This design comes from an exercise in tuning for small area and a short achievable clock period on the open sky130 flow, not from production work.
The RTL of this run was laid out without a check of its function.
No activity file was given, so power comes from the tool's default toggle rates.

## design.v

```verilog
module wfd (
    input  wire        clk,
    input  wire        rst,
    input  wire        start,
    input  wire        s_end,
    input  wire        s_valid,
    input  wire [15:0] s_data,
    input  wire [15:0] cfg_vhigh,
    input  wire [15:0] cfg_vlow,
    input  wire        cfg_reverse,
    input  wire        cfg_invert,
    input  wire        cfg_verbose,
    output wire        s_ready,
    output wire        done,
    output wire        err,
    output wire [1:0]  err_code,
    output wire [2:0]  phase,
    output wire        b_valid,
    output wire [7:0]  b_data,
    output wire        sym_valid,
    output wire        sym,
    output wire [15:0] pre_start,
    output wire [15:0] pre_size,
    output wire [15:0] pre_end,
    output wire [15:0] short_dur,
    output wire [15:0] long_dur,
    output wire [15:0] byte_count,
    output wire        diag_sat,
    output wire        start_seen,
    output wire [2:0]  bitcnt,
    output wire [15:0] run
);
    reg [2:0]  ph_q;
    reg        sr_q, dn_q, er_q;       
    reg [1:0]  ec_q;
    reg [15:0] vhx_q, vlx_q;           
    reg        rev_q, inv_q;
    reg [15:0] pst_q, psz_q, pend_q;
    reg        cal_q;                  
    reg [12:0] q11_q;
    reg [3:0]  r11_q;
    reg [14:0] q3_q;
    reg [1:0]  r3_q;
    reg [15:0] run_q;
    reg        ss_q;
    reg [7:0]  acc_q;
    reg [2:0]  bc_q;
    reg [15:0] bcnt_q;
    reg        dsat_q;
    reg        bv_q, sv_q, sy_q;
    reg [7:0]  bd_q;
    wire        hi, lo;
    wire        pst_max, pst_zero, psz_max, run_nz, cal_bad, emit_b, bcnt_max, sum_ov;
    wire        symbol;
    wire [15:0] pst_i, psz_i, pend_c, run_i, bcnt_i;
    wire [12:0] q11_i;
    wire [3:0]  r11_i;
    wire [14:0] q3_i;
    wire [1:0]  r3_i;
    wire [7:0]  acc_e, bd_e;
    wire [2:0]  bc_e;
    wire        clr, e_pst, e_psz, e_cal, e_run, e_em, dsat_set;
    wire [2:0]  ph_n;
    wire [1:0]  ec_n;
    wire        sr_n, dn_n, er_n;
    wfd_cmp u_cmp (
        .s_data(s_data), .vhx(vhx_q), .vlx(vlx_q), .ph(ph_q), .hi(hi), .lo(lo)
    );
    wfd_prep u_prep (
        .pst(pst_q), .psz(psz_q), .q11(q11_q), .r11(r11_q), .q3(q3_q), .r3(r3_q),
        .run(run_q), .bcnt(bcnt_q), .acc(acc_q), .bd(bd_q), .bc(bc_q), .ss(ss_q),
        .rev(rev_q), .inv(inv_q),
        .pst_i(pst_i), .psz_i(psz_i), .q11_i(q11_i), .r11_i(r11_i), .q3_i(q3_i),
        .r3_i(r3_i), .pend_c(pend_c), .run_i(run_i), .bcnt_i(bcnt_i),
        .acc_e(acc_e), .bd_e(bd_e), .bc_e(bc_e), .symbol(symbol),
        .pst_max(pst_max), .pst_zero(pst_zero), .psz_max(psz_max), .run_nz(run_nz),
        .cal_bad(cal_bad), .emit_b(emit_b), .bcnt_max(bcnt_max), .sum_ov(sum_ov)
    );
    wfd_ctl u_ctl (
        .rst(rst), .start(start), .s_end(s_end), .s_valid(s_valid),
        .hi(hi), .lo(lo), .ph(ph_q), .ec(ec_q),
        .pst_max(pst_max), .pst_zero(pst_zero), .psz_max(psz_max), .run_nz(run_nz),
        .cal_bad(cal_bad), .emit_b(emit_b), .bcnt_max(bcnt_max), .sum_ov(sum_ov),
        .clr(clr), .e_pst(e_pst), .e_psz(e_psz), .e_cal(e_cal), .e_run(e_run),
        .e_em(e_em), .dsat_set(dsat_set), .ph_n(ph_n), .ec_n(ec_n),
        .sr_n(sr_n), .dn_n(dn_n), .er_n(er_n)
    );
    always @(posedge clk) begin
        ph_q   <= ph_n;
        ec_q   <= ec_n;
        sr_q   <= sr_n;
        dn_q   <= dn_n;
        er_q   <= er_n;
        if (clr) begin
            pst_q  <= 16'd0; psz_q <= 16'd0; pend_q <= 16'd0; cal_q <= 1'b0;
            q11_q  <= 13'd0; r11_q <= 4'd0; q3_q <= 15'd0; r3_q <= 2'd0;
            run_q  <= 16'd0; bcnt_q <= 16'd0;
            ss_q   <= 1'b0; dsat_q <= 1'b0;
            acc_q  <= 8'd0; bd_q <= 8'd0; bc_q <= 3'd0; sy_q <= 1'b0;
        end else begin
            if (e_pst) pst_q <= pst_i;
            if (e_psz) begin
                psz_q <= psz_i;
                q11_q <= q11_i;
                r11_q <= r11_i;
                q3_q  <= q3_i;
                r3_q  <= r3_i;
            end
            if (e_cal) begin
                pend_q <= pend_c;
                cal_q  <= 1'b1;
            end
            if (e_run) run_q <= hi ? run_i : 16'd0;
            if (e_em) begin
                sy_q   <= symbol;
                ss_q   <= 1'b1;
                acc_q  <= acc_e;
                bd_q   <= bd_e;
                bc_q   <= bc_e;
                bcnt_q <= bcnt_i;
            end
            if (dsat_set) dsat_q <= 1'b1;
        end
        sv_q <= e_em;
        bv_q <= e_em & emit_b;
        if (start) begin
            vhx_q <= {~cfg_vhigh[15], cfg_vhigh[14:0]};
            vlx_q <= {~cfg_vlow[15], cfg_vlow[14:0]};
            rev_q <= cfg_reverse;
            inv_q <= cfg_invert;
        end
    end
    assign s_ready    = sr_q;
    assign done       = dn_q;
    assign err        = er_q;
    assign err_code   = ec_q;
    assign phase      = ph_q;
    assign b_valid    = bv_q;
    assign b_data     = bd_q;
    assign sym_valid  = sv_q;
    assign sym        = sy_q;
    assign pre_start  = pst_q;
    assign pre_size   = psz_q;
    assign pre_end    = pend_q;
    assign short_dur  = {3'd0, q11_q & {13{cal_q}}};
    assign long_dur   = {1'd0, q3_q & {15{cal_q}}};
    assign byte_count = bcnt_q;
    assign diag_sat   = dsat_q;
    assign start_seen = ss_q;
    assign bitcnt     = bc_q;
    assign run        = run_q;
endmodule
module wfd_cmp (
    input  wire [15:0] s_data,
    input  wire [15:0] vhx,
    input  wire [15:0] vlx,
    input  wire [2:0]  ph,
    output wire        hi,
    output wire        lo
);
    wire [15:0] sx = {~s_data[15], s_data[14:0]};
    wire        p1 = (ph == 3'd1);
    assign hi = p1 ? (sx >= vhx) : (sx > vhx);
    assign lo = (sx <= vlx);
endmodule
module wfd_prep (
    input  wire [15:0] pst, psz, run, bcnt,
    input  wire [12:0] q11,
    input  wire [3:0]  r11,
    input  wire [14:0] q3,
    input  wire [1:0]  r3,
    input  wire [7:0]  acc, bd,
    input  wire [2:0]  bc,
    input  wire        ss, rev, inv,
    output wire [15:0] pst_i, psz_i, pend_c, run_i, bcnt_i,
    output wire [12:0] q11_i,
    output wire [3:0]  r11_i,
    output wire [14:0] q3_i,
    output wire [1:0]  r3_i,
    output wire [7:0]  acc_e, bd_e,
    output wire [2:0]  bc_e,
    output wire        symbol,
    output wire        pst_max, pst_zero, psz_max, run_nz, cal_bad, emit_b, bcnt_max, sum_ov
);
    assign pst_max  = &pst;
    assign pst_zero = ~|pst;
    assign psz_max  = &psz;
    assign run_nz   = |run;
    assign bcnt_max = &bcnt;
    assign cal_bad  = ~|q11;                           
    assign pst_i    = pst + 16'd1;
    assign psz_i    = psz + 16'd1;
    wire   r11_w    = (r11 == 4'd10);
    assign q11_i    = r11_w ? q11 + 13'd1 : q11;
    assign r11_i    = r11_w ? 4'd0 : r11 + 4'd1;
    wire   r3_w     = (r3 == 2'd2);
    assign q3_i     = r3_w ? q3 + 15'd1 : q3;
    assign r3_i     = r3_w ? 2'd0 : r3 + 2'd1;
    wire [16:0] end_sum = {1'b0, pst} + {1'b0, psz};
    assign sum_ov   = end_sum[16];
    assign pend_c   = end_sum[16] ? 16'hffff : end_sum[15:0];
    assign run_i    = (&run) ? run : run + 16'd1;
    wire [18:0] run5 = {1'b0, run, 2'b00} + {3'b000, run} + {17'd0, r3};
    wire   is_short = run5 < {3'b000, psz};
    assign symbol   = ~(is_short ^ rev);
    wire   full     = (bc == 3'd7);
    assign emit_b   = ss & full;
    wire [7:0] acc_s = {acc[6:0], symbol};
    wire [7:0] acc_r = {acc_s[0], acc_s[1], acc_s[2], acc_s[3],
                        acc_s[4], acc_s[5], acc_s[6], acc_s[7]};
    assign acc_e    = ss ? acc_s : acc;
    assign bd_e     = emit_b ? (inv ? acc_r : acc_s) : bd;
    assign bc_e     = ss ? (full ? 3'd0 : bc + 3'd1) : bc;
    assign bcnt_i   = (emit_b & ~(&bcnt)) ? bcnt + 16'd1 : bcnt;
endmodule
module wfd_ctl (
    input  wire       rst, start, s_end, s_valid,
    input  wire       hi, lo,
    input  wire [2:0] ph,
    input  wire [1:0] ec,
    input  wire       pst_max, pst_zero, psz_max, run_nz, cal_bad, emit_b, bcnt_max, sum_ov,
    output wire       clr, e_pst, e_psz, e_cal, e_run, e_em, dsat_set,
    output reg  [2:0] ph_n,
    output reg  [1:0] ec_n,
    output wire       sr_n, dn_n, er_n
);
    localparam [2:0] IDLE = 3'd0, PH1 = 3'd1, PH2 = 3'd2, PH3 = 3'd3,
                     DONE = 3'd4, ERR = 3'd5;
    localparam [1:0] E_NONE = 2'd0, E_CAL = 2'd1, E_INPUT = 2'd2, E_RANGE = 2'd3;
    wire p1 = (ph == PH1);
    wire p2 = (ph == PH2);
    wire p3 = (ph == PH3);
    assign clr = rst | start;
    wire v   = s_valid & ~clr;
    wire do2 = v & (p2 | (p1 & ~hi));
    assign e_pst = v & p1 & hi & ~pst_max;
    assign e_psz = do2 & lo & ~psz_max;
    assign e_cal = do2 & ~lo;
    assign e_run = v & p3;
    assign e_em  = v & p3 & ~hi & run_nz;
    assign dsat_set = (v & p1 & hi & pst_max) | (e_cal & sum_ov) | (e_em & emit_b & bcnt_max);
    always @(*) begin
        ph_n = ph;
        ec_n = ec;
        if (v) begin
            if (p1 & hi) begin
                ph_n = PH1;
            end else if (do2) begin
                if (lo) begin
                    if (psz_max) begin
                        ph_n = ERR;
                        ec_n = E_RANGE;
                    end else begin
                        ph_n = PH2;
                    end
                end else if (cal_bad) begin
                    ph_n = ERR;
                    ec_n = E_CAL;
                end else begin
                    ph_n = PH3;
                end
            end
        end
        if (s_end) begin
            case (ph_n)
                PH1: begin
                    ph_n = ERR;
                    ec_n = (pst_zero && !e_pst) ? E_INPUT : E_CAL;
                end
                PH2: begin
                    ph_n = ERR;
                    ec_n = E_CAL;
                end
                PH3: ph_n = DONE;
                default: ;
            endcase
        end
        if (rst) begin
            ph_n = IDLE;
            ec_n = E_NONE;
        end else if (start) begin
            ph_n = PH1;
            ec_n = E_NONE;
        end
    end
    assign sr_n = (ph_n == PH1) | (ph_n == PH2) | (ph_n == PH3);
    assign dn_n = (ph_n == DONE);
    assign er_n = (ph_n == ERR);
endmodule
```

## flow/run.sh

```bash
#!/bin/bash
# Standard layout (the standard.sh) with these changes to how it is made:
# - plain buf_2 cells on the input and output ports, instead of the default
#   delay buffers;
# - no mapping of adders to full/half-adder cells before ABC (ADDER_MAP_FILE
#   empty), so ABC maps all of the logic;
# - timing repair that aims for more setup slack than the clock period needs
#   (flow/margin.txt, ns), so that the layout reaches a shorter period.
set -o pipefail
MARGIN=$(cat flow/margin.txt 2>/dev/null || echo 8)
EXTRA=$(cat flow/extra.txt 2>/dev/null || true)
echo 'export BUFFER_PORTS_ARGS = -buffer_cell sky130_fd_sc_hd__buf_2' >> config.mk
bash standard.sh ADDER_MAP_FILE= SETUP_SLACK_MARGIN=$MARGIN $EXTRA finish > standard.log 2>&1
```

## flow/margin.txt

```
7.7
```

## standard.sh

```bash
#!/bin/bash
# synth_recipe.tcl (not shown) runs the flow's synth.tcl, then flattens the netlist and writes it again
# the make line also repeats each setting of config.mk as NAME=value (left out here)
make -C /OpenROAD-flow-scripts/flow DESIGN_CONFIG=/design/flow/config.mk WORK_HOME=/design/flow/orfs CLKGATE_MAP_FILE= SYNTH_SCRIPT=/design/flow/synth_recipe.tcl "${@:-finish}"
```

## config.mk

```make
export PLATFORM = sky130hd
export DESIGN_NAME = wfd
export DESIGN_NICKNAME = wfd
export VERILOG_FILES = /design/flow/design.v
export SDC_FILE = /design/flow/constraint.sdc
export NUM_CORES = 4
export LEC_CHECK = 0
export ABC_AREA = 1
export CAP_MARGIN = 20
export CORE_MARGIN = 2
export CORE_UTILIZATION = 55
export CTS_BUF_LIST = sky130_fd_sc_hd__clkbuf_4 sky130_fd_sc_hd__clkbuf_8
export SLEW_MARGIN = 20
export BUFFER_PORTS_ARGS = -buffer_cell sky130_fd_sc_hd__buf_2
```

## constraint.sdc

```tcl
create_clock -name core_clock -period 12.0 [get_ports {clk}]
set_input_delay 2.4000 -clock core_clock [delete_from_list [all_inputs] [get_ports {clk}]]
set_output_delay 2.4000 -clock core_clock [all_outputs]
set_load 0.01 [all_outputs]
```

==> results.py <==
metrics = {
    "finish": {
        "nets": 1935,
        "n_antenna_cell": 0,
        "nFillCells": 1841,
        "finalNonFillerCells": 2156,
        "area_growth_pct": 19.4,
        "drive_gt1_share_pct": 20.4,
    },
    "setup_path": {
        "cp.arrival_ns": 4.57,
        "crit_fanout": 13,
        "crit_type": "in2reg",
        "critPathLaunchType": "input pin",
        "end_kind": "flip-flop",
        "cp.required_ns": 12.34,
    },
    "global_routing": {
        "grt_pass1_vias": 9598,
        "antenna_found_initial": 0,
        "gr-usage-all-layers_pct": 26.3,
        "grt_max_degree": 72,
        "grt_first_pass_wirelength_um": 44100,
        "gr-total-overflow": 0,
    },
    "route": {
        "wl_per_cell_um": 13.2,
        "dr.first_iter.drc_count": 669,
        "viasPerCell": 5.14,
        "firstDrtPassIters": 6,
        "antenna_left": 0,
        "routed_wl_um": 28500,
        "drc_errors": 0,
        "routed-via-count": 11100,
    },
    "pwr": {
        "p_per_area_nw_per_um2": 87.9,
        "power_w": 0.00114,
        "max-vdd-ir-drop_mv": 0.0613,
        "p_leak_nw": 6.08,
    },
    "sta": {
        "finalHoldViolCount": 0,
        "fin_setup_tns_ns": 0,
        "fin_crit_sh_pct": 35.2,
        "report.final.setup_viol": 0,
        "slew_headroom_pct": 48.0,
        "slew_violations": 0,
        "fin_skew_ns": 0.0168,
        "rsz0062_at_grt": "yes",
        "layout_min_cycle_time_ns": 4.23,
        "worstMarginPinSlew_ns": 0.774,
        "timing.hold.ws_ns": 0.492,
        "max_freq_mhz": 236,
    },
    "die": {
        "coreArea_um2": 19400,
        "die_y_um": 145,
        "dieArea_um2": 20900,
        "start_util_pct": 56.0,
        "io_pins": 192,
        "num_rows": 51,
        "die_w_um": 145,
    },
    "yosys": {
        "yosysTopAreaCellShare_pct": 26.9,
        "synthTopCellsByArea": "dfxtp_1, nand2_1, edfxtp_1",
        "yosysTopAreaCell": "dfxtp_1",
        "synthCells": 1658,
        "ys_seq_area_share_pct": 36.3,
        "synthFlopType": "dfxtp_1",
        "async_flop_share_pct": 0,
        "avgSynthCellArea_um2": 6.55,
        "ys_types": 61,
        "syn_area_um2": 10900,
        "synth_edf_count": 34,
        "synth-seq-cells": 180,
        "yosysWarnings": 2,
    },
    "cts": {
        "cts_root_buf": "clkbuf_8",
        "cts_tree": "yes",
        "numCtsBuffers": 17,
        "clock_sinks": 180,
        "htreeDepth": 4,
        "clk_pin_slew_ns": 0.09,
        "clock_latency_ns": 0.47,
        "cts_buffer_depth": 2,
    },
    "place": {
        "dp_cells": 2084,
        "place_congestion": 0.934,
        "io_buffer_count": 186,
        "dp_hpwl_um": 21000,
    },
    "run": {
        "cap_viol_max_count": 0,
    },
    "status": {
        "outcome": "no timing/DRC/antenna violations",
    },
    "min_path": {
        "hp-class": "reg2reg",
    },
}
metal layers:
metal	vias up	wire [µm]	GRT usage [%]
li1	5775	-	-
met1	5015	12600	33.0
met2	267	13900	46.7
met3	35	1560	4.64
met4	0	446	6.34
met5	-	0	0
worst max-delay path: stages:
cell and delay (ns):
buf_2 0.12, xnor2_2 0.12, nand3_1 0.11, nor2_1 0.12
nand2_2 0.09, nor3b_4 0.31, nand3b_1 0.14, nand2_2 0.10
nand2_2 0.09, a31oi_4 0.18, buf_12 0.15, nand2_8 0.09
inv_8 0.11, nand2_2 0.06, nor2_4 0.14, xor2_1 0.16
nor2_1 0.05
per-stage QoR:
step           util, %  setup slack [ns]  area (µm²)
6_report          66.9              7.77       13000
5_1_grt           66.9              7.63       13000
4_1_cts           64.3              7.69       12500
3_5_place_dp      61.8              6.74       12000
3_3_place_gp      61.8              6.78       12000
2_1_floorplan        -              7.78       10900
flip-flops by register name (all words and copies together) (netlist names), 2 cells and up:
signal / cells
bcnt_q: 16
pend_q: 16
pst_q: 16
psz_q: 16
run_q: 16
vhx_q: 16
vlx_q: 16
q3_q: 15
q11_q: 13
bd_q: 8
acc_q: 7
r11_q: 4
bc_q: 3
ph_q: 3
ec_q: 2
r3_q: 2
logic make-up (layout without fill, tap and decap cells):
family / count (synthesis) / count (layout) / synth area share [%]
other cells: 1 / 4 / 0.0345
flops: 180 / 180 / 36.3
compound gates: 248 / 248 / 12.8
buf+inv: 300 / 529 / 11.0
xor+xnor: 40 / 40 / 3.22
simple gates: 889 / 890 / 36.7
worst paths after layout:
check,start,to,slack (ns),cells past startpoint
worst max register to register,vhx_q[14],bcnt_q[6],9.34,16
worst min register to register,bd_q[0],bd_q[0],0.49,2
worst max-delay path,s_data[14],bcnt_q[6],7.77,17
worst min-delay path,bd_q[0],bd_q[0],0.49,2
Yosys cell counts (5+ instances only):
| master | count |
|---|---|
| nand4_1 | 21 |
| inv_1 | 250 |
| nor2_2 | 16 |
| nor3b_1 | 6 |
| or2_1 | 5 |
| nor3_1 | 50 |
| xor2_1 | 24 |
| edfxtp_1 | 34 |
| nand2_2 | 17 |
| o21ai_0 | 74 |
| buf_4 | 6 |
| nor4_1 | 18 |
| xnor2_1 | 16 |
| a31oi_1 | 13 |
| or2_2 | 6 |
| clkbuf_1 | 17 |
| nor3_2 | 5 |
| nor2_1 | 215 |
| a21oi_1 | 115 |
| nand2_4 | 6 |
| nand2_1 | 407 |
| o211ai_1 | 5 |
| a21oi_2 | 5 |
| nor2_4 | 6 |
| o21ai_1 | 7 |
| inv_2 | 12 |
| dfxtp_1 | 146 |
| nand3_1 | 92 |
power breakdown:
group / switching [W] / internal (W)
registers: 0.00000668 / 0.000627
logic: 0.0000519 / 0.0000313
clock network: 0.000227 / 0.000196
cells in the final DEF (no fill, tap or decap), drive strengths merged, types with 2 or more instances in the layout:
master,instances
or2,11
nand2,430
a21oi,120
a21boi,2
nor3b,8
xor2,24
nor4,18
nand4,22
clkbuf,20
edfxtp,34
and2,3
bufinv,2
nor2,239
dfxtp,146
o21ai,82
conb,4
clkinvlp,2
a21o,2
o22ai,4
clkinv,5
buf,230
nand3,96
a31oi,14
o211a,3
and3,3
xnor2,16
inv,270
nor3,56
o21a,4
a211oi,4
nand3b,4
o211ai,6
a221oi,2
layout make-up:
type / count / area, µm² / area share (%)
clock buffer: 20 / 263 / 2.03
clock inverter: 11 / 126 / 0.974
inverter: 268 / 1030 / 7.98
multi-input combinational: 1182 / 5960 / 45.9
sequential: 180 / 3950 / 30.4
tap: 265 / 332 / 2.56
timing repair buffer: 230 / 1320 / 10.1
timing repair:
action	in CTS	in global routing
gates cloned	0	1
hold buffers	0	0
gates resized for setup	6	62
buffers inserted	6	34
endpoints found under the setup margin	60	113
pin swaps	3	26

-- re-timing with driven ports --
The results above use ideal ports. As a check the final layout listed here was re-extracted and re-timed, cells and wires unchanged.
Step 1, drivers: a clkbuf_16 drives clk and a buf_2 each remaining input, both assumed.
Step 2 times the ports against the registers' clock, not the clock port: input delays grow and output delays shrink by t, the midpoint of the rising clock arrivals with the driver on.
Three values: ideal ports, drivers, drivers and shift; two values: the first two.
t, ns: 0.506
slack for setup (ns): 7.770 / 7.792 / 7.286
worst hold slack (ns): 0.492 / 0.492 / 0.492
worst setup path at the end: input to register
After both steps this run still meets setup and hold. For this run, drivers alone change the setup slack by +0.022 ns; drivers and shift together by -0.484 ns.
